This is an optimization exercise on Yosys and OpenROAD, whose aim is small area, a short achievable clock period and few clock cycles, not a production implementation.
Only simulation tests tie the RTL to the original design; equivalence was not proved.

==> flow/design.v, too long to show whole: its modules and the start of the top module <==
// module f32_add: 25 lines
// module f32_addu: 71 lines
// module rca: 18 lines
// module rcc: 16 lines
// module rsg: 10 lines
// module bka: 29 lines
// module f32_mul: 44 lines
// module mul24: 1696 lines
// module src_frac_div: 33 lines
// module gc_src_linear: 236 lines
module gc_src_linear (
    input  wire        clk,
    input  wire        rst,
    input  wire        start,
    input  wire [23:0] cfg_rs,
    input  wire [23:0] cfg_rt,
    input  wire [2:0]  cfg_chm1,
    input  wire        in_valid,
    output wire        in_ready,
    input  wire [31:0] in_data,
    output reg         out_valid,
    input  wire        out_ready,
    output reg  [31:0] out_data
);
  // ...
==> flow/run.sh <==
#!/bin/bash
# synth_recipe.tcl (not shown) runs the flow's synth.tcl, then flattens the netlist and writes it again
# the make line also repeats each setting of config.mk as NAME=value (left out here)
make -C /OpenROAD-flow-scripts/flow DESIGN_CONFIG=/design/flow/config.mk WORK_HOME=/design/flow/orfs CLKGATE_MAP_FILE= SYNTH_SCRIPT=/design/flow/synth_recipe.tcl finish
==> flow/config.mk <==
export PLATFORM = sky130hd
export DESIGN_NAME = gc_src_linear
export DESIGN_NICKNAME = gc_src_linear
export VERILOG_FILES = /design/flow/design.v
export SDC_FILE = /design/flow/constraint.sdc
export NUM_CORES = 4
export LEC_CHECK = 0
export ABC_AREA = 1
export CAP_MARGIN = 20
export CORE_MARGIN = 2
export CORE_UTILIZATION = 40
export SETUP_SLACK_MARGIN = 5
export SLEW_MARGIN = 20
==> flow/constraint.sdc <==
create_clock -name core_clock -period 125.0 [get_ports {clk}]
set_input_delay 25.0000 -clock core_clock [delete_from_list [all_inputs] [get_ports {clk}]]
set_output_delay 25.0000 -clock core_clock [all_outputs]
set_load 0.01 [all_outputs]
==> key figures, run 1 <==
Drt
  – Vias: 57,600
  – Post-route ant nets: 0

Placement
  – Final Wtd Congestion: 0.941
  – Placed Area: 71,600 sq um

Synth
  – Avg Inst Size Synth: 8.24 sq um
  – Compound-cell area share of the yosys netlist: 15.4%
  – Seq/Total Area, Yosys: 30.3%
  – Synth cell count leaders: nand2_1, inv_1, o21ai_0, dfxtp_1, fa_1
  – Mapped Area: 68,100 sq um
  – Post-synthesis mux area share: 1.35%

STA
  – Final worst setup slack: 97.86 ns
  – Endpoints failing hold: 0
  – Fmax: 0.0368 GHz
  – Final min period: 27.14 ns
  – Worst Clk Skew: 0.0864 ns
  – Final Max Slew Viols: 0

Critical path
  – Worst Setup SP: in_valid
  – R2r setup slk: 99.79 ns
  – Worst path depth: 9
  – Critical path arrival: 27.58 ns
  – Crit-path cells: clkdlybuf4s50_1 -> nand2_1 -> o21ai_0 -> inv_1 -> nor2_2 -> buf_4 -> inv_1 -> o21ai_0 -> a21oi_1

Clocking
  – H-Tree Depth: 3
  – Sink Count: 896
  – Post CTS Setup Buffer Count: 0
  – Clock Tree Buf Depth: 3

Global routing
  – GRT met1 Usage: 31.8%
  – Met3 Use GR: 4.12%
  – GRT Overall Usage: 23.9%
  – Initial antenna violation count: 8

Cells and area
  – Commonest non-fill, non-tap cells in the layout: nand2_1, inv_1, o21ai_0, dfxtp_1, fa_1
  – Sequential portion of the cell area: 27.6%
  – Final clock-cell share: 4.27%
  – Non-clk invs: 1,058
  – Fillers: 16,700

Floorplanning
  – # IOs: 122
  – CORE AREA: 169,000 sq um
  – Row cnt: 151
  – Initial Util: 40.2%

Run status
  – Outcome: complete, no violations

Hold path
  – Hold WC Path Type: reg2reg
Testbench counts, summed over its fixed seeds: cycles 276,178.
==> inputs of run 2 (changes only) <==
--- a/flow/config.mk
+++ b/flow/config.mk
@@ -11,2 +11,3 @@
 export CORE_UTILIZATION = 40
+export CTS_BUF_LIST = sky130_fd_sc_hd__clkbuf_8
 export SETUP_SLACK_MARGIN = 5
==> run 2 against run 1 <==
Final area up 0.13%; clock skew down 0.0095 ns; cell count up 0.93%; global-route usage rose by 0.16 points; maximum frequency up 0.89%; largest cell class unchanged; die area stayed put.
==> key figures, run 2 <==
Drt
  – WL per Instance: 19.9 microns (was 20.0 microns)
  – Wl on met1: 91.1 mm (was 90.9 mm)
  – Drt pass-1 iters: 6 (unchanged)
  – Post-route ant nets: 0 (unchanged)
  – Met3 wire len: 15.0 mm (was 14.7 mm)
  – Max Used Layer: met5 (unchanged)
  – WL final: 211 mm (was 210 mm)
  – Residual DRC count: 0 (unchanged)
  – Vias: 58,000 (was 57,600)
  – Met2 WL post-DR: 97.2 mm (was 96.8 mm)
  – Via-to-Cell Ratio: 5.47 (was 5.48)
  – Initial DRC count: 5,097 (was 5,238)

STA
  – Final Max Slew Viols: 0 (unchanged)
  – Setup Total Neg Slack: 0 ns (unchanged)
  – Worst Clk Skew: 0.0768 ns (was 0.0864 ns)
  – Final min period: 26.90 ns (was 27.14 ns)
  – Final critical-path share of the clock period: 21.5% (was 21.7%)
  – Endpoints failing hold: 0 (unchanged)
  – Final setup vio count: 0 (unchanged)
  – Fmax: 0.0372 GHz (was 0.0368 GHz)
  – Relative slew slack: 15.7% (was 20.0%)
  – RSZ-0062 raised after global routing: false (unchanged)
  – Slew @ Worst Pin: 1.26 ns (was 1.20 ns)

Cells and area
  – Area Overhead vs Synth: 9.90% (was 9.75%)
  – Biggest regs: cr x256, pr x256 (unchanged)
  – Share of cells above drive strength 1: 6.63% (was 5.74%)
  – Final nets: 9,244 (was 9,189)
  – Commonest non-fill, non-tap cells in the layout: nand2_1, inv_1, o21ai_0, dfxtp_1, fa_1 (unchanged)
  – Multi-input logic area: 41,900 sq um (unchanged)
  – Most common cell after layout, fill and taps aside: nand2_1 (unchanged)
  – Reg area: 20,600 sq um (unchanged)
  – Fillers: 16,800 (was 16,700)

Clocking
  – Post CTS Setup Buffer Count: 0 (unchanged)
  – Post-CTS sizing: 0 (unchanged)
  – Clock Tree Buf Depth: 3 (unchanged)
  – H-Tree Depth: 4 (was 3)
  – Cell chosen for the clock root: clkbuf_8 (was clkbuf_16)
  – Later-pin clock latency in the skew report: 0.91 ns (was 0.74 ns)
  – CTS tree: done (unchanged)
  – Worst-path clk slew: 0.06 ns (was 0.07 ns)
  – Sink Count: 896 (unchanged)
  – Num CTS Buffers: 147 (was 92)
  – # hold bufs at CTS: 0 (unchanged)

Synth
  – Adder-Cell Fraction of Synth Area: 22.0% (unchanged)
  – Largest family of logic cells by synthesized area: adder cells (unchanged)
  – Mapped Area: 68,100 sq um (unchanged)
  – Synth Area in Simple Gates: 16.8% (unchanged)
  – Synth cell count leaders: nand2_1, inv_1, o21ai_0, dfxtp_1, fa_1 (unchanged)
  – Post-synthesis mux area share: 1.35% (unchanged)
  – Largest area contributor in the netlist: dfxtp_1 (unchanged)
  – #FFs+latches synth: 896 (unchanged)
  – Cell count after synthesis: 8,272 (unchanged)
  – FFs w/ async S/R, synth: 0% (unchanged)
  – Post-synth cell types: 77 (unchanged)
  – Most frequent cell after synthesis: nand2_1 (unchanged)
  – Compound-cell area share of the yosys netlist: 15.4% (unchanged)
  – Post-synthesis xor/xnor area fraction: 5.88% (unchanged)
  – Avg Inst Size Synth: 8.24 sq um (unchanged)
  – Synth warnings: 10 (unchanged)
  – Post-Syn Nets: 9,243 (unchanged)
  – Synth top area cells: dfxtp_1, fa_1, edfxtp_1, nand2_1, ha_1 (unchanged)
  – Yosys top cell area share: 18.4% (unchanged)
  – Most used DFF post-synth: dfxtp_1 (unchanged)
  – Seq/Total Area, Yosys: 30.3% (unchanged)
  – Number of synthesized flops with an enable pin: 270 (unchanged)

Global routing
  – Initial antenna violation count: 9 (was 8)
  – GRT Overall Usage: 24.1% (was 23.9%)
  – Largest net degree at the start of global routing: 113 (unchanged)
  – Grt total ovfl: 0 (unchanged)
  – Vias in the first global route: 57,000 (was 56,500)
  – First-pass GRT wire length: 329 mm (was 328 mm)

Critical path
  – Critical path arrival: 27.56 ns (was 27.58 ns)
  – Crit-path cells: clkdlybuf4s50_1 -> nand2_1 -> o21ai_0 -> inv_1 -> nor2_2 -> buf_4 -> inv_1 -> o21ai_0 -> a21oi_1 (unchanged)
  – Worst path required time: 125.66 ns (was 125.44 ns)
  – Max incr delay on CP: 0.55 ns (was 0.56 ns)
  – R2r setup slk: 99.74 ns (was 99.79 ns)
  – Slowest cell on crit path: nand2_1 (unchanged)
  – Setup Crit Path Kind: in2reg (unchanged)
  – Maximum net fanout on the critical path: 49 (unchanged)
  – Startpoint Class: primary input (unchanged)
  – CP endpoint kind: flip-flop (unchanged)

Floorplanning
  – # IOs: 122 (unchanged)
  – Total die area: 174,000 sq um (unchanged)
  – Die Width: 417 microns (unchanged)
  – Die height: 417 microns (unchanged)
  – Initial Util: 40.2% (unchanged)
  – CORE AREA: 169,000 sq um (unchanged)
  – Row cnt: 151 (unchanged)

Placement
  – Post-DP HPWL: 157 mm (unchanged)
  – Final Wtd Congestion: 0.941 (unchanged)
  – Port Buf Inserts: 121 (unchanged)

Run
  – # Max-Cap Violations: 0 (unchanged)

Hold path
  – Hold WC Path Type: reg2reg (unchanged)

Run status
  – Outcome: complete, no violations (unchanged)
-- run 2: final timing paths --
kind,endpoint,depth (start not counted),start
hold reg to reg,cr[2][0],0,cr[3][0]
setup reg to reg,s_r,121,hd[0]
hold / removal,cr[2][0],0,cr[3][0]
setup / recovery,acc[23],9,in_valid
-- run 2: kinds of logic after synthesis --
logic type      after synthesis
mux                          92
simple gates               2678
buf+inv                    1473
xor+xnor                    457
fa+ha+maj                   884
flops                       896
compound gates             1791
other cells                   1
-- run 2: critical path: cells and delay by family --
| family | cells | cell delay, ns |
|---|---|---|
| buffers and inverters | 4 | 1.25 |
| AOI/OAI and AO/OA | 3 | 0.62 |
| and+or+nand+nor | 2 | 0.66 |
-- run 2: final cells by class --
cell class              count  area share (%)
diodes                      4          0.0134
clock buffers             175            3.22
clock inverters            91            1.17
inverters                1058            5.31
multi-input cells        5903            55.9
flip-flops and latches    896            27.6
well taps                2218            3.71
repair buffers            267            3.08
-- run 2: per-layer routing --
layer  up-vias  track usage (%)
met5         -                0
met1     27900             31.8
li1      27600                -
met4        10             8.89
met3       405             4.37
met2      2085             39.3
-- run 2: per-stage QoR --
step	worst slack [ns]	util, %	cells	hold WS (ns)	cell area, sq um
final	98.10	44.2	10600	0.321	74900
after global routing	97.51	44.2	10600	0.313	74900
after CTS	98.01	44.2	10600	0.290	74900
after detailed placement	97.19	42.3	10300	0.330	71600
after global placement	97.18	42.3	10300	0.328	71600
after floorplan	97.61	-	8272	0.326	68100
==> module gc_src_linear, before the edit <==
module gc_src_linear (
    input  wire        clk,
    input  wire        rst,
    input  wire        start,
    input  wire [23:0] cfg_rs,
    input  wire [23:0] cfg_rt,
    input  wire [2:0]  cfg_chm1,
    input  wire        in_valid,
    output wire        in_ready,
    input  wire [31:0] in_data,
    output reg         out_valid,
    input  wire        out_ready,
    output reg  [31:0] out_data
);
    reg [2:0]  chm1;
    reg [2:0]  hd;            
    reg [23:0] rs_q, rt_q;
    reg [31:0] pr [0:7];
    reg [31:0] cr [0:7];
    wire [31:0] p_h = pr[hd];
    wire [31:0] c_h = cr[hd];
    wire load;
    integer k;
    always @(posedge clk) begin
        for (k = 0; k < 7; k = k + 1) begin
            pr[k] <= pr[k+1];
            cr[k] <= cr[k+1];
        end
        pr[7] <= load ? c_h : p_h;               
        cr[7] <= load ? in_data : c_h;
    end
    reg        act;           
    reg        ini;           
    reg        ir;            
    reg [2:0]  ph;            
    reg [2:0]  ldc;           
    reg        lf;            
    reg        ow;            
    reg [2:0]  ec;            
    reg        fst;           
    reg        zp;            
    reg [25:0] acc;           
    reg        last;          
    reg [1:0]  cnt;           
    reg        s_v;           
    reg        qv;            
    reg        dv;            
    reg [6:0]  dcnt;
    reg [47:0] q;
    reg [23:0] r;
    reg        rge;           
    reg [47:0] qs;            
    reg [23:0] rr;            
    function [2:0] inc;
        input [2:0] v;
        inc = (v == chm1) ? 3'd0 : v + 3'd1;
    endfunction
    wire iss_ok = !(s_v && cnt[1]) && (ec != chm1 || qv);
    wire issue  = ow && (ph == ec) && iss_ok;
    wire fdone  = issue && (ec == chm1);         
    assign in_ready = ir;
    assign load = in_valid && ir;
    wire [25:0] fz  = fdone ? {2'b0, rs_q} : 26'b0;
    wire [25:0] nrt = ~{2'b0, rt_q};
    wire [25:0] rsz = {2'b0, rs_q};
    wire [25:0] a_f, a_fp;
    rca #(26) u_af (.a(acc), .b(fz), .ci(1'b0), .s(a_f), .co());
    rca #(26) u_afp (.a(a_f), .b(nrt), .ci(1'b1), .s(a_fp), .co());
    wire [25:0] k3s = a_f ^ nrt ^ rsz;
    wire [25:0] k3c = (a_f & nrt) | (a_f & rsz) | (nrt & rsz);
    wire        lf_s, lp_s;
    rsg #(26) u_lf (.a(a_f), .b(rsz), .ci(1'b0), .sg(lf_s));
    rsg #(26) u_lp (.a(k3s), .b({k3c[24:0], 1'b0}), .ci(1'b1), .sg(lp_s));
    wire odone = !ow || (fdone && last);                 
    wire fc0   = lf;                                     
    wire fc1   = lf || (ldc == chm1);                    
    wire pr0   = fc0 && odone;
    wire pr1   = fc1 && odone;
    wire ow_s  = ow && !(fdone && last);
    wire [2:0] ph_nx  = inc(ph);
    wire [2:0] ec_nx  = issue ? inc(ec) : ec;
    wire [2:0] ldc_1  = inc(ldc);
    wire pop = out_valid && out_ready;
    wire mv  = s_v && !cnt[1];
    wire sv_n = issue || (s_v && !mv);
    wire [1:0] cn_00 = cnt + {1'b0, mv};
    wire [1:0] cn_01 = cnt + {1'b0, mv} - 2'd1;
    function irn;
        input l, p;
        reg       prm, lfn, own, lsn, svn, ldq;
        reg [2:0] ldn;
        reg [1:0] cnn;
        begin
            prm = l ? pr1 : pr0;
            lfn = (l ? fc1 : fc0) && !prm;
            own = prm ? a_fp[25] : ow_s;
            lsn = prm ? !lp_s : !lf_s;
            ldn = l ? ldc_1 : ldc;
            svn = sv_n;
            cnn = p ? cn_01 : cn_00;
            ldq = (ldn == ec_nx) && !(svn && cnn[1]) && (ec_nx != chm1 || qv || (dv && dcnt == 7'd71));
            irn = (ph_nx == ldn) && !lfn && (!own || (lsn && ((ldn < ec_nx) || ldq)));
        end
    endfunction
    wire ir00 = irn(1'b0, 1'b0);
    wire ir01 = irn(1'b0, 1'b1);
    wire ir10 = irn(1'b1, 1'b0);
    wire ir11 = irn(1'b1, 1'b1);
    wire [47:0] q_st;
    wire [23:0] rsum, rdif;
    rca #(48) u_qa (.a(q), .b(qs), .ci(rge), .s(q_st), .co());
    rca #(24) u_ra (.a(r), .b(rr), .ci(1'b0), .s(rsum), .co());
    rca #(24) u_rb (.a(rsum), .b(~rt_q), .ci(1'b1), .s(rdif), .co());
    wire [23:0] r_st = rge ? rdif : rsum;
    wire [23:0] rnx;
    wire        rnx_a, rnx_c;
    rca #(24) u_rc (.a(r_st), .b(rr), .ci(1'b0), .s(rnx), .co(rnx_a));
    rcc #(24) u_rd (.a(rnx), .b(~rt_q), .ci(1'b1), .co(rnx_c));
    wire        rge_n = rnx_a | rnx_c;
    wire [31:0] fr;           
    src_frac_div u_fr (.q(q), .rnz(r != 24'b0), .frac(fr));
    wire [24:0] d2  = {rr, (dcnt < 7'd24) ? rs_q[5'd23 - dcnt[4:0]] : 1'b0};
    wire [24:0] dd;
    wire        dd_c;
    rca #(25) u_dv (.a(d2), .b({1'b1, ~rt_q}), .ci(1'b1), .s(dd), .co(dd_c));
    wire [31:0] prev_s = zp ? 32'b0 : p_h;
    wire        d_s, d_rnd, d_nan, d_inf, d_zero;
    wire [7:0]  d_e;
    wire [23:0] d_m;
    wire [31:0] m_y;
    wire        m_rnd;
    f32_addu u_sub (.a(c_h), .b({~prev_s[31], prev_s[30:0]}), .s(d_s), .e(d_e), .m(d_m),
                    .rnd(d_rnd), .nan(d_nan), .inf(d_inf), .zero(d_zero));
    f32_mul  u_mul (.sa(d_s), .ea(d_e), .ma(d_m), .a_rnd(d_rnd), .a_nan(d_nan), .a_inf(d_inf),
                    .a_zero(d_zero), .b(fr), .y(m_y), .y_rnd(m_rnd));
    reg [31:0] s_p, s_m;
    reg        s_r;
    wire [30:0] s_mr;
    bka #(31) u_mr (.a(s_m[30:0]), .b(31'b0), .ci(s_r), .s(s_mr), .co());
    wire [31:0] y;
    f32_add u_add (.a(s_p), .b({s_m[31], s_mr}), .y(y));
    always @(posedge clk) begin
        if (!s_v || mv) begin
            s_p <= prev_s;
            s_m <= m_y;
            s_r <= m_rnd;
        end
        if (pop || (mv && cnt == 2'd0)) out_data <= cnt[1] ? sk : y;
        if (mv && cnt == 2'd1) sk <= y;
    end
    reg [31:0] sk;            
    always @(posedge clk) begin
        if (start) begin
            chm1 <= cfg_chm1;
            hd <= ~cfg_chm1;
            rs_q <= cfg_rs;
            rt_q <= cfg_rt;
        end
        if (ini) begin
            q <= 48'b0;
            r <= 24'b0;
            rge <= 1'b0;
            rr <= 24'b0;
            dcnt <= 7'd0;
        end else begin
            if (fdone) begin
                q <= q_st;
                r <= r_st;
                rge <= rge_n;
            end
            if (dv) begin
                rr <= dd_c ? dd[23:0] : d2[23:0];
                qs <= {qs[46:0], dd_c};
                dcnt <= dcnt + 7'd1;
            end
        end
    end
    always @(posedge clk) begin
        if (rst) begin
            act <= 1'b0;
            ini <= 1'b0;
            ir <= 1'b0;
            ow <= 1'b0;
            lf <= 1'b0;
            dv <= 1'b0;
            cnt <= 2'd0;
            s_v <= 1'b0;
            out_valid <= 1'b0;
        end else if (start) begin
            ini <= 1'b1;
            ir <= 1'b0;
        end else if (ini) begin
            ini <= 1'b0;
            act <= 1'b1;
            ir <= 1'b1;
            acc <= 26'b0;
            last <= 1'b1;
            ph <= 3'd0;
            ldc <= 3'd0;
            ec <= 3'd0;
            lf <= 1'b0;
            ow <= 1'b0;
            fst <= 1'b1;
            zp <= 1'b1;
            qv <= 1'b0;
            dv <= 1'b1;
            cnt <= 2'd0;
            s_v <= 1'b0;
            out_valid <= 1'b0;
        end else begin
            ph <= ph_nx;
            ec <= ec_nx;
            if (load) ldc <= ldc_1;
            ir <= act && (load ? (pop ? ir11 : ir10) : (pop ? ir01 : ir00));
            lf <= load ? (fc1 && !pr1) : (fc0 && !pr0);
            if (load ? pr1 : pr0) begin
                acc <= a_fp;
                ow <= a_fp[25];
                last <= !lp_s;
                fst <= 1'b0;
                if (!fst) zp <= 1'b0;
            end else begin
                acc <= a_f;
                ow <= ow_s;
                last <= !lf_s;
            end
            if (dv && dcnt == 7'd71) begin
                dv <= 1'b0;
                qv <= 1'b1;
            end
            s_v <= sv_n;
            cnt <= pop ? cn_01 : cn_00;
            out_valid <= pop ? (cn_01 != 2'd0) : (cn_00 != 2'd0);
        end
    end
endmodule
==> inputs of run 3 (changes only) <==
--- a/flow/design.v
+++ b/flow/design.v
@@ -2024,2 +2024,12 @@
     wire [2:0] ldc_1  = inc(ldc);
+    wire [25:0] acc_0  = pr0 ? a_fp : a_f;
+    wire [25:0] acc_1  = pr1 ? a_fp : a_f;
+    wire        ow_0   = pr0 ? a_fp[25] : ow_s;
+    wire        ow_1   = pr1 ? a_fp[25] : ow_s;
+    wire        last_0 = pr0 ? !lp_s : !lf_s;
+    wire        last_1 = pr1 ? !lp_s : !lf_s;
+    wire        fst_0  = fst && !pr0;
+    wire        fst_1  = fst && !pr1;
+    wire        zp_0   = zp && !(pr0 && !fst);
+    wire        zp_1   = zp && !(pr1 && !fst);
     wire pop = out_valid && out_ready;
@@ -2157,13 +2167,7 @@
             lf <= load ? (fc1 && !pr1) : (fc0 && !pr0);
-            if (load ? pr1 : pr0) begin
-                acc <= a_fp;
-                ow <= a_fp[25];
-                last <= !lp_s;
-                fst <= 1'b0;
-                if (!fst) zp <= 1'b0;
-            end else begin
-                acc <= a_f;
-                ow <= ow_s;
-                last <= !lf_s;
-            end
+            acc  <= load ? acc_1 : acc_0;
+            ow   <= load ? ow_1 : ow_0;
+            last <= load ? last_1 : last_0;
+            fst  <= load ? fst_1 : fst_0;
+            zp   <= load ? zp_1 : zp_0;
             if (dv && dcnt == 7'd71) begin
==> run 3 against run 2 <==
Still clean; critical endpoint is now out_valid; global-route usage is 0.81 points higher; area after synthesis is 0.51% higher; setup slack worse by 0.056 ns.
==> key figures, run 3 <==
Clocking
  – Num CTS Buffers: 151 (was 147)
  – H-Tree Depth: 4 (unchanged)
  – # hold bufs at CTS: 0 (unchanged)
  – CTS tree: done (unchanged)
  – Cell chosen for the clock root: clkbuf_8 (unchanged)
  – Post CTS Setup Buffer Count: 0 (unchanged)
  – Clock Tree Buf Depth: 3 (unchanged)
  – Worst-path clk slew: 0.08 ns (was 0.06 ns)
  – Sink Count: 896 (unchanged)
  – Later-pin clock latency in the skew report: 0.94 ns (was 0.91 ns)
  – Post-CTS sizing: 0 (unchanged)

Synth
  – Avg Inst Size Synth: 8.16 sq um (was 8.24 sq um)
  – Adder-Cell Fraction of Synth Area: 21.9% (was 22.0%)
  – Yosys top cell area share: 18.3% (was 18.4%)
  – Compound-cell area share of the yosys netlist: 15.4% (about the same)
  – Synth Area in Simple Gates: 17.1% (was 16.8%)
  – #FFs+latches synth: 896 (unchanged)
  – Post-Syn Nets: 9,360 (was 9,243)
  – Seq/Total Area, Yosys: 30.1% (was 30.3%)
  – Number of synthesized flops with an enable pin: 270 (unchanged)
  – Most frequent cell after synthesis: nand2_1 (unchanged)
  – Post-synth cell types: 76 (was 77)
  – Mapped Area: 68,500 sq um (was 68,100 sq um)
  – Synth cell count leaders: nand2_1, inv_1, o21ai_0, dfxtp_1, fa_1 (unchanged)
  – FFs w/ async S/R, synth: 0% (unchanged)
  – Post-synthesis xor/xnor area fraction: 5.89% (was 5.88%)
  – Synth warnings: 10 (unchanged)
  – Largest area contributor in the netlist: dfxtp_1 (unchanged)
  – Most used DFF post-synth: dfxtp_1 (unchanged)
  – Synth top area cells: dfxtp_1, fa_1, edfxtp_1, nand2_1, ha_1 (unchanged)
  – Post-synthesis mux area share: 1.23% (was 1.35%)
  – Cell count after synthesis: 8,389 (was 8,272)
  – Largest family of logic cells by synthesized area: adder cells (unchanged)

Global routing
  – Initial antenna violation count: 3 (was 9)
  – First-pass GRT wire length: 340 mm (was 329 mm)
  – Largest net degree at the start of global routing: 104 (was 113)
  – Grt total ovfl: 0 (unchanged)
  – Vias in the first global route: 58,000 (was 57,000)
  – GRT Overall Usage: 24.9% (was 24.1%)

Cells and area
  – Reg area: 20,600 sq um (about the same)
  – Share of cells above drive strength 1: 6.25% (was 6.63%)
  – Multi-input logic area: 42,200 sq um (was 41,900 sq um)
  – Most common cell after layout, fill and taps aside: nand2_1 (unchanged)
  – Area Overhead vs Synth: 9.95% (was 9.90%)
  – Fin cells: 10,700 (was 10,600)
  – Final Util: 44.4% (was 44.2%)
  – Final nets: 9,360 (was 9,244)
  – Commonest non-fill, non-tap cells in the layout: nand2_1, inv_1, o21ai_0, dfxtp_1, fa_1 (unchanged)
  – Biggest regs: cr x256, pr x256 (unchanged)
  – Fillers: 17,000 (was 16,800)

Critical path
  – FF-to-FF End: s_r (unchanged)
  – Startpoint Class: flip-flop (was primary input)
  – R2r setup slk: 98.95 ns (was 99.74 ns)
  – RR Startpoint: hd[2] (was hd[0])
  – Crit path buffers/inverters: 1 (was 4)
  – Critical path arrival: 1.96 ns (was 27.56 ns)
  – Maximum net fanout on the critical path: 3 (was 49)
  – CP endpoint kind: output port (was flip-flop)
  – Max incr delay on CP: 0.58 ns (was 0.55 ns)
  – Top delay family on crit path: buffers and inverters (unchanged)
  – Crit-path cells: clkdlybuf4s50_1 (was clkdlybuf4s50_1 -> nand2_1 -> o21ai_0 -> inv_1 -> nor2_2 -> buf_4 -> inv_1 -> o21ai_0 -> a21oi_1)
  – Worst path required time: 100.00 ns (was 125.66 ns)
  – Slowest cell on crit path: clkdlybuf4s50_1 (was nand2_1)
  – Setup Crit Path Kind: reg2out (was in2reg)
  – Worst reg2reg path depth: 133 (was 121)

Placement
  – Inst Count DP: 10,500 (was 10,300)
  – Port Buf Inserts: 121 (unchanged)
  – Post-DP HPWL: 161 mm (was 157 mm)
  – Final Wtd Congestion: 0.950 (was 0.941)

Floorplanning
  – # IOs: 122 (unchanged)
  – CORE AREA: 170,000 sq um (was 169,000 sq um)
  – Die Width: 418 microns (was 417 microns)
  – Initial Util: 40.4% (was 40.2%)
  – Die height: 418 microns (was 417 microns)
  – Total die area: 175,000 sq um (was 174,000 sq um)
  – Row cnt: 151 (unchanged)

STA
  – Setup Total Neg Slack: 0 ns (unchanged)
  – Endpoints failing hold: 0 (unchanged)
  – Final critical-path share of the clock period: 21.6% (was 21.5%)
  – Final min period: 26.96 ns (was 26.90 ns)
  – RSZ-0062 raised after global routing: false (unchanged)
  – Fmax: 0.0371 GHz (was 0.0372 GHz)
  – Slew @ Worst Pin: 1.13 ns (was 1.26 ns)
  – Final setup vio count: 0 (unchanged)
  – Worst Clk Skew: 0.0704 ns (was 0.0768 ns)
  – Final Max Slew Viols: 0 (unchanged)
  – Relative slew slack: 24.6% (was 15.7%)

Drt
  – Met3 wire len: 15.1 mm (was 15.0 mm)
  – Initial DRC count: 4,963 (was 5,097)
  – Via-to-Cell Ratio: 5.49 (was 5.47)
  – Wl on met1: 95.4 mm (was 91.1 mm)
  – Drt pass-1 iters: 6 (unchanged)
  – WL per Instance: 20.4 microns (was 19.9 microns)
  – Max Used Layer: met5 (unchanged)
  – WL final: 219 mm (was 211 mm)
  – Met2 WL post-DR: 98.8 mm (was 97.2 mm)
  – Post-route ant nets: 0 (unchanged)
  – Vias: 58,900 (was 58,000)
  – Residual DRC count: 0 (unchanged)

Hold path
  – Hold Path Sink: cr[2][22] (was cr[2][0])
  – Hold WC Path Type: reg2reg (unchanged)
  – Hold_sp: cr[3][22] (was cr[3][0])
  – Hold depth: 0 (unchanged)

Run status
  – Outcome: complete, no violations (unchanged)

Run
  – # Max-Cap Violations: 0 (unchanged)
run 3: cell count changes after synthesis, moves of 14 or more:
cell,previous run,this run
a211oi_1,15,40
a21oi_1,252,191
buf_1,76,61
nand2_1,1620,1673
nand4_1,117,99
nor2_1,345,459
nor2_2,21,1
o211a_1,15,1
o21ai_1,49,74
run 3: layout make-up:
| cell class | instances | area share (%) |
|---|---|---|
| well taps | 2218 | 3.69 |
| multi-input cells | 6017 | 56.1 |
| flip-flops and latches | 896 | 27.4 |
| repair buffers | 265 | 3.06 |
| clock inverters | 104 | 1.19 |
| inverters | 1058 | 5.28 |
| clock buffers | 178 | 3.25 |
| diodes | 4 | 0.0133 |
run 3: how the worst max path moves through the flow:
stage,start,to,slack [ns],cells past startpoint
finish,out_valid,out_valid,98.04,1
floorplan,rst,ir,97.59,7
detailed placement,in_valid,acc[1],97.53,8
CTS,out_valid,out_valid,97.96,1
global placement,in_valid,acc[11],97.55,8
global route,hd[2],s_r,96.50,128
run 3: kinds of logic after synthesis:
kind of cell | count (synthesis)
flops | 896
mux | 84
simple gates | 2795
other cells | 1
buf+inv | 1476
fa+ha+maj | 884
xor+xnor | 458
compound gates | 1795
run 3: routing by layer:
| metal | vias up | global-route usage [%] |
|---|---|---|
| met3 | 440 | 4.29 |
| met5 | - | 0 |
| met2 | 2079 | 39.6 |
| met1 | 28400 | 33.3 |
| li1 | 28000 | - |
| met4 | 4 | 10.6 |
run 3: stage by stage:
stage	hold slack (ns)	area, sq um	setup slack, ns
6_report	0.322	75300	98.04
5_1_grt	0.314	75300	96.50
4_1_cts	0.292	75200	97.96
3_5_place_dp	0.331	71900	97.53
3_3_place_gp	0.328	71900	97.55
2_1_floorplan	0.326	68500	97.59
Testbench counts of run 3, summed over its fixed seeds: cycles 276,178.
==> inputs of run 4 (changes only) <==
--- a/flow/config.mk
+++ b/flow/config.mk
@@ -8,3 +8,3 @@
 export ABC_AREA = 1
-export CAP_MARGIN = 20
+export CAP_MARGIN = 60
 export CORE_MARGIN = 2
@@ -13,2 +13,2 @@
 export SETUP_SLACK_MARGIN = 5
-export SLEW_MARGIN = 20
+export SLEW_MARGIN = 60
==> run 4 against run 3 <==
Utilization up 0.30 points; synthesized cell count unchanged; critical endpoint unchanged; largest cell class unchanged.
==> key figures, run 4 <==
Critical path
  – RR Startpoint: hd[2] (unchanged)
  – Worst path required time: 100.00 ns (about the same)
  – Startpoint Class: flip-flop (unchanged)
  – Crit-path cells: clkdlybuf4s50_1 (unchanged)
  – Slowest cell on crit path: clkdlybuf4s50_1 (unchanged)
  – Worst reg2reg path depth: 132 (was 133)
  – Max incr delay on CP: 0.58 ns (about the same)
  – CP endpoint kind: output port (unchanged)
  – Setup Crit Path Kind: reg2out (unchanged)
  – Top delay family on crit path: buffers and inverters (unchanged)
  – Critical path arrival: 1.93 ns (was 1.96 ns)
  – Maximum net fanout on the critical path: 3 (unchanged)
  – FF-to-FF End: s_r (unchanged)
  – Crit path buffers/inverters: 1 (unchanged)
  – R2r setup slk: 100.24 ns (was 98.95 ns)

STA
  – Endpoints failing hold: 0 (unchanged)
  – Final min period: 26.93 ns (was 26.96 ns)
  – Fmax: 0.0371 GHz (about the same)
  – RSZ-0062 raised after global routing: false (unchanged)
  – Final Max Slew Viols: 0 (unchanged)
  – Final setup vio count: 0 (unchanged)
  – Worst Clk Skew: 0.0842 ns (was 0.0704 ns)
  – Final critical-path share of the clock period: 21.5% (was 21.6%)
  – Setup Total Neg Slack: 0 ns (unchanged)
  – Final worst setup slack: 98.07 ns (was 98.04 ns)
  – Slew @ Worst Pin: 0.632 ns (was 1.13 ns)
  – Fin Hold WS: 0.309 ns (was 0.322 ns)
  – Relative slew slack: 57.6% (was 24.6%)

Clocking
  – Sink Count: 896 (unchanged)
  – Post CTS Setup Buffer Count: 0 (unchanged)
  – Later-pin clock latency in the skew report: 0.95 ns (was 0.94 ns)
  – Worst-path clk slew: 0.06 ns (was 0.08 ns)
  – # hold bufs at CTS: 0 (unchanged)
  – Post-CTS sizing: 0 (unchanged)
  – CTS tree: done (unchanged)
  – H-Tree Depth: 4 (unchanged)
  – Clock Tree Buf Depth: 3 (unchanged)
  – Cell chosen for the clock root: clkbuf_8 (unchanged)
  – Num CTS Buffers: 150 (was 151)

Synth
  – Cell count after synthesis: 8,389 (unchanged)
  – #FFs+latches synth: 896 (unchanged)
  – Most frequent cell after synthesis: nand2_1 (unchanged)
  – Most used DFF post-synth: dfxtp_1 (unchanged)
  – Yosys top cell area share: 18.3% (unchanged)
  – Post-Syn Nets: 9,360 (unchanged)
  – Seq/Total Area, Yosys: 30.1% (unchanged)
  – Avg Inst Size Synth: 8.16 sq um (unchanged)
  – FFs w/ async S/R, synth: 0% (unchanged)
  – Largest area contributor in the netlist: dfxtp_1 (unchanged)
  – Post-synth cell types: 76 (unchanged)
  – Mapped Area: 68,500 sq um (unchanged)
  – Synth cell count leaders: nand2_1, inv_1, o21ai_0, dfxtp_1, fa_1 (unchanged)
  – Synth warnings: 10 (unchanged)
  – Synth top area cells: dfxtp_1, fa_1, edfxtp_1, nand2_1, ha_1 (unchanged)
  – Number of synthesized flops with an enable pin: 270 (unchanged)

Placement
  – Worst slack, placed: 97.88 ns (was 97.53 ns)
  – Post-DP HPWL: 162 mm (was 161 mm)
  – Final Wtd Congestion: 0.950 (unchanged)
  – Placed Area: 72,400 sq um (was 71,900 sq um)
  – Port Buf Inserts: 121 (unchanged)
  – Inst Count DP: 10,500 (about the same)

Drt
  – Post-route ant nets: 0 (unchanged)
  – WL per Instance: 20.4 microns (about the same)
  – Residual DRC count: 0 (unchanged)
  – Initial DRC count: 5,135 (was 4,963)
  – Vias: 59,000 (was 58,900)
  – WL final: 219 mm (about the same)
  – Drt pass-1 iters: 6 (unchanged)
  – Via-to-Cell Ratio: 5.48 (was 5.49)

Cells and area
  – Final nets: 9,381 (was 9,360)
  – Biggest regs: cr x256, pr x256 (unchanged)
  – Most common cell after layout, fill and taps aside: nand2_1 (unchanged)
  – Commonest non-fill, non-tap cells in the layout: nand2_1, inv_1, o21ai_0, dfxtp_1, fa_1 (unchanged)
  – Area Overhead vs Synth: 10.7% (was 9.95%)
  – Fin cells: 10,800 (was 10,700)
  – Share of cells above drive strength 1: 7.50% (was 6.25%)
  – Finished Cell Area: 75,800 sq um (was 75,300 sq um)

Hold path
  – Hold_sp: cr[3][29] (was cr[3][22])
  – Hold depth: 0 (unchanged)
  – Hold WC Path Type: reg2reg (unchanged)
  – Hold Path Sink: cr[2][29] (was cr[2][22])

Floorplanning
  – Total die area: 175,000 sq um (unchanged)
  – Die height: 418 microns (unchanged)
  – Initial Util: 40.4% (unchanged)
  – Row cnt: 151 (unchanged)
  – CORE AREA: 170,000 sq um (unchanged)
  – Die Width: 418 microns (unchanged)
  – # IOs: 122 (unchanged)

Global routing
  – Vias in the first global route: 58,500 (was 58,000)
  – Grt total ovfl: 0 (unchanged)
  – GRT Overall Usage: 25.0% (was 24.9%)
  – Largest net degree at the start of global routing: 104 (unchanged)
  – Initial antenna violation count: 4 (was 3)
  – First-pass GRT wire length: 341 mm (was 340 mm)

Run
  – # Max-Cap Violations: 0 (unchanged)

Run status
  – Outcome: complete, no violations (unchanged)
## run 4: cell counts after synthesis
No cell type changed its count.
## run 4: final cells by class
type	count	area (sq um)
diodes	4	10.0
clock buffers	185	2550
clock inverters	91	701
fillers	16800	93900
inverters	1058	4010
multi-input cells	6017	42500
flip-flops and latches	896	20600
well taps	2218	2780
repair buffers	287	2620
## run 4: per-layer routing
layer	vias up	track usage [%]	routed length (microns)
li1	28000	-	-
met1	28200	33.1	94300
met2	2171	39.7	98400
met3	538	4.31	15600
met4	8	11.7	10900
met5	-	0	64
## run 4: cell families after synthesis
| kind of cell | after synthesis | share of synthesized area, % |
|---|---|---|
| simple gates | 2795 | 17.1 |
| compound gates | 1795 | 15.4 |
| buf+inv | 1476 | 8.33 |
| flops | 896 | 30.1 |
| fa+ha+maj | 884 | 21.9 |
| xor+xnor | 458 | 5.89 |
| mux | 84 | 1.23 |
| other cells | 1 | 0.00548 |
## run 4: worst max path at each step
stage,start,to,depth (start not counted)
4_1_cts,out_valid,out_valid,1
2_1_floorplan,rst,ir,7
6_report,out_valid,out_valid,1
3_3_place_gp,in_valid,acc[11],8
3_5_place_dp,in_valid,acc[1],8
5_1_grt,out_valid,out_valid,1
## run 4: stage by stage
step / utilization [%]
2_1_floorplan: -
3_3_place_gp: 42.4
3_5_place_dp: 42.6
4_1_cts: 44.6
5_1_grt: 44.7
6_report: 44.7
==> inputs of run 5 (changes only) <==
--- a/flow/config.mk
+++ b/flow/config.mk
@@ -8,7 +8,8 @@
 export ABC_AREA = 1
-export CAP_MARGIN = 60
+export CAP_MARGIN = 20
 export CORE_MARGIN = 2
 export CORE_UTILIZATION = 40
-export CTS_BUF_LIST = sky130_fd_sc_hd__clkbuf_8
+export CTS_CLUSTER_DIAMETER = 80
+export CTS_CLUSTER_SIZE = 24
 export SETUP_SLACK_MARGIN = 5
-export SLEW_MARGIN = 60
+export SLEW_MARGIN = 20
==> run 5 against run 4 <==
Via count shrank 1.4%; global-route usage down 0.47 points; clock skew grew 0.0016 ns; highest routed layer unchanged; register-to-register slack worse by 1.4 ns; cell count is 2.0% lower; non-clock buffer count fell by 22; wire length down 1.4%.
==> key figures, run 5 <==
Run status
  – Outcome: complete, no violations (unchanged)

Clocking
  – H-Tree Depth: 2 (was 4)
  – Post CTS Setup Buffer Count: 0 (unchanged)
  – Cell chosen for the clock root: clkbuf_16 (was clkbuf_8)
  – Later-pin clock latency in the skew report: 0.74 ns (was 0.95 ns)
  – Clock Tree Buf Depth: 3 (unchanged)
  – Sink Count: 896 (unchanged)
  – CTS tree: done (unchanged)
  – Worst-path clk slew: 0.09 ns (was 0.06 ns)
  – Num CTS Buffers: 54 (was 150)
  – # hold bufs at CTS: 0 (unchanged)
  – Post-CTS sizing: 0 (unchanged)

Floorplanning
  – Die Width: 418 microns (unchanged)
  – Initial Util: 40.4% (unchanged)
  – # IOs: 122 (unchanged)
  – Total die area: 175,000 sq um (unchanged)
  – Die height: 418 microns (unchanged)
  – CORE AREA: 170,000 sq um (unchanged)
  – Row cnt: 151 (unchanged)

STA
  – Final worst setup slack: 98.23 ns (was 98.07 ns)
  – Final setup vio count: 0 (unchanged)
  – Worst Clk Skew: 0.0858 ns (was 0.0842 ns)
  – Slew @ Worst Pin: 1.12 ns (was 0.632 ns)
  – RSZ-0062 raised after global routing: false (unchanged)
  – Endpoints failing hold: 0 (unchanged)
  – Final min period: 26.77 ns (was 26.93 ns)
  – Setup Total Neg Slack: 0 ns (unchanged)
  – Fmax: 0.0374 GHz (was 0.0371 GHz)
  – Fin Hold WS: 0.289 ns (was 0.309 ns)
  – Final Max Slew Viols: 0 (unchanged)
  – Relative slew slack: 25.3% (was 57.6%)
  – Final critical-path share of the clock period: 21.4% (was 21.5%)

Cells and area
  – Area Overhead vs Synth: 7.72% (was 10.7%)
  – Fin cells: 10,500 (was 10,800)
  – Biggest regs: cr x256, pr x256 (unchanged)
  – Share of cells above drive strength 1: 4.67% (was 7.50%)
  – Final nets: 9,263 (was 9,381)
  – Final Util: 43.5% (was 44.7%)
  – Most common cell after layout, fill and taps aside: nand2_1 (unchanged)
  – Commonest non-fill, non-tap cells in the layout: nand2_1, inv_1, o21ai_0, dfxtp_1, fa_1 (unchanged)
  – Finished Cell Area: 73,800 sq um (was 75,800 sq um)

Drt
  – WL per Instance: 20.5 microns (was 20.4 microns)
  – Initial DRC count: 5,150 (was 5,135)
  – Residual DRC count: 0 (unchanged)
  – WL final: 216 mm (was 219 mm)
  – Via-to-Cell Ratio: 5.52 (was 5.48)
  – Vias: 58,200 (was 59,000)
  – Drt pass-1 iters: 6 (unchanged)
  – Post-route ant nets: 0 (unchanged)

Placement
  – Worst slack, placed: 97.53 ns (was 97.88 ns)
  – Port Buf Inserts: 121 (unchanged)
  – Placed Area: 71,900 sq um (was 72,400 sq um)
  – Inst Count DP: 10,500 (about the same)
  – Post-DP HPWL: 161 mm (was 162 mm)
  – Final Wtd Congestion: 0.950 (unchanged)

Critical path
  – CP endpoint kind: output port (unchanged)
  – Worst path depth: 1 (unchanged)
  – RR Startpoint: hd[2] (unchanged)
  – Startpoint Class: flip-flop (unchanged)
  – FF-to-FF End: s_r (unchanged)
  – Critical path arrival: 1.77 ns (was 1.93 ns)
  – Worst path required time: 100.00 ns (about the same)
  – R2r setup slk: 98.87 ns (was 100.24 ns)
  – Crit path buffers/inverters: 1 (unchanged)
  – Worst reg2reg path depth: 130 (was 132)
  – Crit-path cells: clkdlybuf4s50_1 (unchanged)
  – Critical path capture point: out_valid (unchanged)
  – Worst Setup SP: out_valid (unchanged)
  – Max incr delay on CP: 0.58 ns (about the same)
  – Top delay family on crit path: buffers and inverters (unchanged)
  – Slowest cell on crit path: clkdlybuf4s50_1 (unchanged)
  – Setup Crit Path Kind: reg2out (unchanged)
  – Maximum net fanout on the critical path: 3 (unchanged)

Synth
  – Number of synthesized flops with an enable pin: 270 (unchanged)
  – Largest area contributor in the netlist: dfxtp_1 (unchanged)
  – Avg Inst Size Synth: 8.16 sq um (unchanged)
  – #FFs+latches synth: 896 (unchanged)
  – Most used DFF post-synth: dfxtp_1 (unchanged)
  – Synth top area cells: dfxtp_1, fa_1, edfxtp_1, nand2_1, ha_1 (unchanged)
  – Most frequent cell after synthesis: nand2_1 (unchanged)
  – Yosys top cell area share: 18.3% (unchanged)
  – Post-Syn Nets: 9,360 (unchanged)
  – Post-synth cell types: 76 (unchanged)
  – Synth cell count leaders: nand2_1, inv_1, o21ai_0, dfxtp_1, fa_1 (unchanged)
  – Cell count after synthesis: 8,389 (unchanged)
  – Synth warnings: 10 (unchanged)
  – Seq/Total Area, Yosys: 30.1% (unchanged)
  – Mapped Area: 68,500 sq um (unchanged)
  – FFs w/ async S/R, synth: 0% (unchanged)

Global routing
  – Vias in the first global route: 57,000 (was 58,500)
  – GRT Overall Usage: 24.5% (was 25.0%)
  – Grt total ovfl: 0 (unchanged)
  – First-pass GRT wire length: 337 mm (was 341 mm)
  – Largest net degree at the start of global routing: 104 (unchanged)
  – Initial antenna violation count: 3 (was 4)

Run
  – # Max-Cap Violations: 0 (unchanged)

Hold path
  – Hold WC Path Type: reg2reg (unchanged)
==> run 5: worst min path at each step <==
stage	startpoint	endpoint	slack (ns)	cells past startpoint
2_1_floorplan	cr[4][0]	cr[3][0]	0.33	0
3_3_place_gp	cr[4][1]	cr[3][1]	0.33	0
3_5_place_dp	cr[4][22]	cr[3][22]	0.33	0
4_1_cts	pr[6][28]	pr[5][28]	0.30	0
5_1_grt	pr[3][28]	pr[2][28]	0.29	0
6_report	pr[6][28]	pr[5][28]	0.29	0
==> run 5: kinds of logic (layout without fill, tap and decap cells) <==
| family | count (synthesis) | after routing | synth area share [%] |
|---|---|---|---|
| AOI/OAI and AO/OA | 1795 | 1795 | 15.4 |
| xor gates and xnor gates | 458 | 458 | 5.89 |
| adders and majority gates | 884 | 884 | 21.9 |
| buffers and inverters | 1476 | 1412 | 8.33 |
| DFF | 896 | 896 | 30.1 |
| muxes | 84 | 84 | 1.23 |
| other | 1 | 4 | 0.00548 |
| and+or+nand+nor | 2795 | 2795 | 17.1 |
==> run 5: area by class of cell <==
cell class                 count  area (sq um)
multi-input combinational   6017         42200
inverter                    1058          3970
timing repair buffer         265          2310
fill                       17100         95900
sequential                   896         20600
clock inverter                28           425
tap                         2218          2780
clock buffer                  61          1400
antenna                        3          7.51
==> run 5: per-layer routing <==
layer | global-route usage, % | up-vias | routed length (microns)
met1 | 33.2 | 28000 | 94600
met4 | 9.76 | 2 | 9610
met3 | 3.26 | 417 | 14100
li1 | - | 27700 | -
met5 | 0 | - | 13
met2 | 39.5 | 2005 | 97900
==> inputs of run 6 (changes only) <==
--- a/flow/config.mk
+++ b/flow/config.mk
@@ -11,4 +11,4 @@
 export CORE_UTILIZATION = 40
-export CTS_CLUSTER_DIAMETER = 80
-export CTS_CLUSTER_SIZE = 24
+export CTS_CLUSTER_DIAMETER = 100
+export CTS_CLUSTER_SIZE = 20
 export SETUP_SLACK_MARGIN = 5
==> run 6 against run 5 <==
Still clean on timing, DRC and antenna; utilization down 0.11 points; maximum frequency barely moved; setup slack about the same; first-iteration DRC count decreased by 0.76%; clock skew down 0.0065 ns; via count about the same; highest routed layer unchanged.
==> key figures, run 6 <==
Run status
  – Outcome: complete, no violations (unchanged)

Critical path
  – Critical path arrival: 1.77 ns (about the same)
  – Crit path buffers/inverters: 1 (unchanged)
  – Worst path required time: 100.00 ns (about the same)
  – Max incr delay on CP: 0.58 ns (about the same)
  – Maximum net fanout on the critical path: 3 (unchanged)
  – Startpoint Class: flip-flop (unchanged)
  – Worst reg2reg path depth: 131 (was 130)
  – Top delay family on crit path: buffers and inverters (unchanged)
  – R2r setup slk: 98.88 ns (was 98.87 ns)
  – Crit-path cells: clkdlybuf4s50_1 (unchanged)
  – Slowest cell on crit path: clkdlybuf4s50_1 (unchanged)
  – RR Startpoint: hd[2] (unchanged)
  – Setup Crit Path Kind: reg2out (unchanged)
  – CP endpoint kind: output port (unchanged)
  – FF-to-FF End: s_r (unchanged)

Drt
  – Drt pass-1 iters: 6 (unchanged)
  – WL final: 217 mm (was 216 mm)
  – Initial DRC count: 5,111 (was 5,150)
  – Residual DRC count: 0 (unchanged)
  – Post-route ant nets: 0 (unchanged)
  – Via-to-Cell Ratio: 5.51 (was 5.52)
  – Vias: 58,100 (was 58,200)
  – WL per Instance: 20.5 microns (about the same)

Synth
  – Synth warnings: 10 (unchanged)
  – Most frequent cell after synthesis: nand2_1 (unchanged)
  – Largest area contributor in the netlist: dfxtp_1 (unchanged)
  – Synth cell count leaders: nand2_1, inv_1, o21ai_0, dfxtp_1, fa_1 (unchanged)
  – Synth top area cells: dfxtp_1, fa_1, edfxtp_1, nand2_1, ha_1 (unchanged)
  – Seq/Total Area, Yosys: 30.1% (unchanged)
  – Yosys top cell area share: 18.3% (unchanged)
  – Cell count after synthesis: 8,389 (unchanged)
  – Post-Syn Nets: 9,360 (unchanged)
  – Number of synthesized flops with an enable pin: 270 (unchanged)
  – #FFs+latches synth: 896 (unchanged)
  – Most used DFF post-synth: dfxtp_1 (unchanged)
  – FFs w/ async S/R, synth: 0% (unchanged)
  – Avg Inst Size Synth: 8.16 sq um (unchanged)
  – Post-synth cell types: 76 (unchanged)
  – Mapped Area: 68,500 sq um (unchanged)

Floorplanning
  – CORE AREA: 170,000 sq um (unchanged)
  – Row cnt: 151 (unchanged)
  – Total die area: 175,000 sq um (unchanged)
  – Initial Util: 40.4% (unchanged)
  – Die Width: 418 microns (unchanged)
  – Die height: 418 microns (unchanged)
  – # IOs: 122 (unchanged)

Cells and area
  – Final nets: 9,263 (unchanged)
  – Area Overhead vs Synth: 7.46% (was 7.72%)
  – Biggest regs: cr x256, pr x256 (unchanged)
  – Share of cells above drive strength 1: 4.48% (was 4.67%)
  – Final Util: 43.4% (was 43.5%)
  – Commonest non-fill, non-tap cells in the layout: nand2_1, inv_1, o21ai_0, dfxtp_1, fa_1 (unchanged)
  – Fin cells: 10,500 (about the same)
  – Most common cell after layout, fill and taps aside: nand2_1 (unchanged)

STA
  – Setup Total Neg Slack: 0 ns (unchanged)
  – Slew @ Worst Pin: 1.09 ns (was 1.12 ns)
  – Final setup vio count: 0 (unchanged)
  – Final Max Slew Viols: 0 (unchanged)
  – Final min period: 26.77 ns (about the same)
  – Worst Clk Skew: 0.0792 ns (was 0.0858 ns)
  – Fin Hold WS: 0.306 ns (was 0.289 ns)
  – Relative slew slack: 27.0% (was 25.3%)
  – Final worst setup slack: 98.23 ns (about the same)
  – Endpoints failing hold: 0 (unchanged)
  – RSZ-0062 raised after global routing: false (unchanged)
  – Fmax: 0.0374 GHz (about the same)
  – Final critical-path share of the clock period: 21.4% (about the same)

Global routing
  – First-pass GRT wire length: 337 mm (about the same)
  – GRT Overall Usage: 24.5% (about the same)
  – Vias in the first global route: 56,900 (was 57,000)
  – Grt total ovfl: 0 (unchanged)
  – Largest net degree at the start of global routing: 104 (unchanged)
  – Initial antenna violation count: 3 (unchanged)

Clocking
  – Cell chosen for the clock root: clkbuf_16 (unchanged)
  – Sink Count: 896 (unchanged)
  – CTS tree: done (unchanged)
  – Worst-path clk slew: 0.10 ns (was 0.09 ns)
  – Later-pin clock latency in the skew report: 0.74 ns (about the same)
  – Post-CTS sizing: 0 (unchanged)
  – # hold bufs at CTS: 0 (unchanged)
  – Num CTS Buffers: 54 (unchanged)
  – Post CTS Setup Buffer Count: 0 (unchanged)
  – Clock Tree Buf Depth: 3 (unchanged)
  – H-Tree Depth: 2 (unchanged)

Hold path
  – Hold_sp: pr[3][29] (was pr[6][28])
  – Hold depth: 0 (unchanged)
  – Hold WC Path Type: reg2reg (unchanged)
  – Hold Path Sink: pr[2][29] (was pr[5][28])

Placement
  – Worst slack, placed: 97.53 ns (unchanged)
  – Port Buf Inserts: 121 (unchanged)
  – Post-DP HPWL: 161 mm (unchanged)
  – Inst Count DP: 10,500 (unchanged)
  – Final Wtd Congestion: 0.950 (unchanged)

Run
  – # Max-Cap Violations: 0 (unchanged)
-- run 6: cell counts after synthesis --
No cell type changed its count.
-- run 6: worst max path at each step --
| stage | startpoint | end | slack (ns) | depth (start not counted) |
|---|---|---|---|---|
| after floorplan | rst | ir | 97.59 | 7 |
| after global placement | in_valid | acc[11] | 97.55 | 8 |
| after detailed placement | in_valid | acc[1] | 97.53 | 8 |
| after CTS | out_valid | out_valid | 98.17 | 1 |
| after global routing | hd[2] | s_r | 96.46 | 128 |
| final | out_valid | out_valid | 98.23 | 1 |
-- run 6: area by class of cell --
class,instances,area (sq um)
fillers,17100,96100
diodes,3,7.51
inverters,1058,3970
clock buffers,72,1430
clock inverters,12,213
repair buffers,265,2310
multi-input cells,6017,42200
flip-flops and latches,896,20600
well taps,2218,2780
-- run 6: metrics by stage --
stage	instance area, sq um
floorplan	68500
global placement	71900
detailed placement	71900
CTS	73500
global route	73600
finish	73600
-- run 6: cell families after synthesis --
kind of cell	synth area share, %
and+or+nand+nor	17.1
AOI/OAI and AO/OA	15.4
buffers and inverters	8.33
DFF	30.1
adders and majority gates	21.9
xor gates and xnor gates	5.89
muxes	1.23
other	0.00548
-- run 6: layer usage --
metal	track usage, %	up-vias	share of wire, %
met5	0	-	0.019
met4	9.25	6	4.2
met3	3.27	385	6.7
met2	39.7	2006	45
met1	33.2	28000	44
li1	-	27700	-
==> inputs of run 7 (changes only) <==
--- a/flow/config.mk
+++ b/flow/config.mk
@@ -13,2 +13,3 @@
 export CTS_CLUSTER_SIZE = 20
+export GPL_TIMING_DRIVEN = 0
 export SETUP_SLACK_MARGIN = 5
==> run 7 against run 6 <==
Critical path depth up 5; area after synthesis unchanged.
==> key figures, run 7 <==
Cells and area
  – Reg area: 20,600 sq um (about the same)
  – Multi-input logic area: 42,200 sq um (about the same)
  – Biggest regs: cr x256, pr x256 (unchanged)
  – Commonest non-fill, non-tap cells in the layout: nand2_1, inv_1, o21ai_0, dfxtp_1, fa_1 (unchanged)
  – Final nets: 9,552 (was 9,263)
  – Fin cells: 10,800 (was 10,500)
  – Share of cells above drive strength 1: 3.40% (was 4.48%)
  – Most common cell after layout, fill and taps aside: nand2_1 (unchanged)
  – Area Overhead vs Synth: 8.66% (was 7.46%)
  – Fillers: 17,000 (was 17,100)

Synth
  – Synth warnings: 10 (unchanged)
  – Most frequent cell after synthesis: nand2_1 (unchanged)
  – Mapped Area: 68,500 sq um (unchanged)
  – Avg Inst Size Synth: 8.16 sq um (unchanged)
  – Synth top area cells: dfxtp_1, fa_1, edfxtp_1, nand2_1, ha_1 (unchanged)
  – Yosys top cell area share: 18.3% (unchanged)
  – Synth cell count leaders: nand2_1, inv_1, o21ai_0, dfxtp_1, fa_1 (unchanged)
  – FFs w/ async S/R, synth: 0% (unchanged)
  – #FFs+latches synth: 896 (unchanged)
  – Post-Syn Nets: 9,360 (unchanged)
  – Cell count after synthesis: 8,389 (unchanged)
  – Post-synth cell types: 76 (unchanged)
  – Number of synthesized flops with an enable pin: 270 (unchanged)
  – Seq/Total Area, Yosys: 30.1% (unchanged)
  – Most used DFF post-synth: dfxtp_1 (unchanged)
  – Largest area contributor in the netlist: dfxtp_1 (unchanged)

Floorplanning
  – Row cnt: 151 (unchanged)
  – Initial Util: 40.4% (unchanged)
  – Total die area: 175,000 sq um (unchanged)
  – Die height: 418 microns (unchanged)
  – CORE AREA: 170,000 sq um (unchanged)
  – # IOs: 122 (unchanged)
  – Die Width: 418 microns (unchanged)

Critical path
  – RR Startpoint: hd[0] (was hd[2])
  – Startpoint Class: primary input (was flip-flop)
  – Worst path required time: 125.64 ns (was 100.00 ns)
  – Crit-path cells: clkdlybuf4s50_1 -> nand2_1 -> inv_2 -> buf_1 -> buf_1 -> mux2i_1 (was clkdlybuf4s50_1)
  – Setup Crit Path Kind: in2reg (was reg2out)
  – Maximum net fanout on the critical path: 10 (was 3)
  – CP endpoint kind: flip-flop (was output port)
  – Worst reg2reg path depth: 139 (was 131)
  – Crit path buffers/inverters: 4 (was 1)
  – Top delay family on crit path: buffers and inverters (unchanged)
  – Slowest cell on crit path: buf_1 (was clkdlybuf4s50_1)
  – Most common cell on crit path: buf_1
  – FF-to-FF End: s_r (unchanged)
  – R2r setup slk: 97.89 ns (was 98.88 ns)
  – Max incr delay on CP: 0.74 ns (was 0.58 ns)
  – Critical path arrival: 28.14 ns (was 1.77 ns)

Placement
  – Post-DP HPWL: 197 mm (was 161 mm)
  – Port Buf Inserts: 121 (unchanged)
  – Worst slack, placed: 96.78 ns (was 97.53 ns)
  – Inst Count DP: 10,700 (was 10,500)
  – Final Wtd Congestion: 1.04 (was 0.950)

Drt
  – Initial DRC count: 6,149 (was 5,111)
  – WL final: 244 mm (was 217 mm)
  – Vias: 60,600 (was 58,100)
  – Drt pass-1 iters: 9 (was 6)
  – Residual DRC count: 0 (unchanged)
  – Via-to-Cell Ratio: 5.60 (was 5.51)
  – Post-route ant nets: 0 (unchanged)
  – WL per Instance: 22.5 microns (was 20.5 microns)

Clocking
  – Post CTS Setup Buffer Count: 0 (unchanged)
  – CTS tree: done (unchanged)
  – Later-pin clock latency in the skew report: 0.74 ns (about the same)
  – H-Tree Depth: 2 (unchanged)
  – # hold bufs at CTS: 0 (unchanged)
  – Worst-path clk slew: 0.08 ns (was 0.10 ns)
  – Sink Count: 896 (unchanged)
  – Post-CTS sizing: 0 (unchanged)
  – Num CTS Buffers: 54 (unchanged)
  – Clock Tree Buf Depth: 3 (unchanged)
  – Cell chosen for the clock root: clkbuf_16 (unchanged)

STA
  – Final worst setup slack: 97.51 ns (was 98.23 ns)
  – Slew @ Worst Pin: 1.18 ns (was 1.09 ns)
  – Fin Hold WS: 0.310 ns (was 0.306 ns)
  – Final Max Slew Viols: 0 (unchanged)
  – RSZ-0062 raised after global routing: false (unchanged)
  – Final setup vio count: 0 (unchanged)
  – Setup Total Neg Slack: 0 ns (unchanged)
  – Endpoints failing hold: 0 (unchanged)
  – Worst Clk Skew: 0.0751 ns (was 0.0792 ns)
  – Fmax: 0.0364 GHz (was 0.0374 GHz)
  – Final critical-path share of the clock period: 22.0% (was 21.4%)
  – Relative slew slack: 20.5% (was 27.0%)
  – Final min period: 27.49 ns (was 26.77 ns)

Global routing
  – Met3 Use GR: 4.61% (was 3.27%)
  – GRT met1 Usage: 38.3% (was 33.2%)
  – Layer with the highest usage: met2 (unchanged)
  – Initial antenna violation count: 8 (was 3)
  – Vias in the first global route: 59,300 (was 56,900)
  – Grt total ovfl: 0 (unchanged)
  – GRT Overall Usage: 27.6% (was 24.5%)
  – Largest net degree at the start of global routing: 58 (was 104)
  – First-pass GRT wire length: 369 mm (was 337 mm)
  – Met2 Use GR: 43.6% (was 39.7%)

Hold path
  – Hold WC Path Type: reg2reg (unchanged)
  – Hold Path Sink: pr[2][25] (was pr[2][29])
  – Hold depth: 0 (unchanged)
  – Hold_sp: pr[3][25] (was pr[3][29])

Run status
  – Outcome: complete, no violations (unchanged)

Run
  – # Max-Cap Violations: 0 (unchanged)
-- run 7: cells by family (layout without fill, tap and decap cells) --
| kind of cell | after synthesis | after routing | synth area share, % |
|---|---|---|---|
| flip-flops | 896 | 896 | 30.1 |
| adder cells (fa/ha/maj) | 884 | 884 | 21.9 |
| other | 1 | 3 | 0.00548 |
| buffers and inverters | 1476 | 1696 | 8.33 |
| XOR/XNOR | 458 | 458 | 5.89 |
| AO/OA/AOI/OAI | 1795 | 1795 | 15.4 |
| multiplexers | 84 | 84 | 1.23 |
| AND/OR/NAND/NOR | 2795 | 2795 | 17.1 |
-- run 7: layout make-up --
type | count | share of cell area (%)
clock inverters | 10 | 0.237
well taps | 2218 | 3.73
inverters | 1058 | 5.34
flip-flops and latches | 896 | 27.7
repair buffers | 136 | 1.95
multi-input cells | 6017 | 56.7
plain buffers | 418 | 2.32
clock buffers | 74 | 1.99
diodes | 2 | 0.00673
-- run 7: through the flow --
stage | utilization [%] | area [sq um]
after floorplan | - | 68500
after global placement | 42.7 | 72500
after detailed placement | 42.9 | 72700
after CTS | 43.9 | 74400
after global routing | 43.9 | 74400
final | 43.9 | 74400
-- run 7: routing by layer --
layer  routed length (microns)  share of wire (%)  up-vias
met4                      9400                3.8        6
met1                    106000                 43    29400
met2                    109000                 44     2472
li1                          -                  -    28300
met5                        39              0.016        -
met3                     20000                8.2      421
-- run 7: worst max-delay path by stage --
stage,start,end,slack [ns],depth (start not counted)
6_report,in_valid,pr[7][18],97.51,6
3_3_place_gp,start,out_valid,93.44,5
4_1_cts,in_valid,pr[7][18],97.53,6
3_5_place_dp,in_valid,pr[7][18],96.78,6
5_1_grt,hd[0],s_r,96.19,139
2_1_floorplan,rst,ir,97.59,7

==> re-timing with driven ports <==
No port has a modelled driver above. Below, the same layouts with a new extraction and two added sets of constraints.
Step 1 (the two cells are an assumption about what drives the block):
set clk [get_ports {clk}]
set_driving_cell -lib_cell sky130_fd_sc_hd__clkbuf_16 $clk
set_driving_cell -lib_cell sky130_fd_sc_hd__buf_2 [delete_from_list [all_inputs] $clk]
Step 2, shift: input delay + t, output delay - t, t = (earliest + latest rising clock arrival at the registers) / 2. This alone moves slack from input paths to output paths.
Three values: no drivers, after step 1, after step 2; two values: the first two.
run | t, ns | setup slack, ns | worst setup path after step 2
run 1 | 0.773 | 97.862 / 97.847 / 97.074 | input to register
run 2 | 0.959 | 98.101 / 98.031 / 97.131 | input to register
run 3 | 0.977 | 98.045 / 97.973 / 97.500 | input to register
run 4 | 0.987 | 98.069 / 97.996 / 97.872 | input to register
run 5 | 0.778 | 98.233 / 98.158 / 97.552 | input to register
run 6 | 0.775 | 98.234 / 98.156 / 97.531 | input to register
run 7 | 0.770 | 97.506 / 97.543 / 96.772 | input to register
After both steps every run listed still meets setup and hold. For run 2, which loses most, drivers alone change the setup slack by -0.070 ns; drivers and shift together by -0.970 ns.
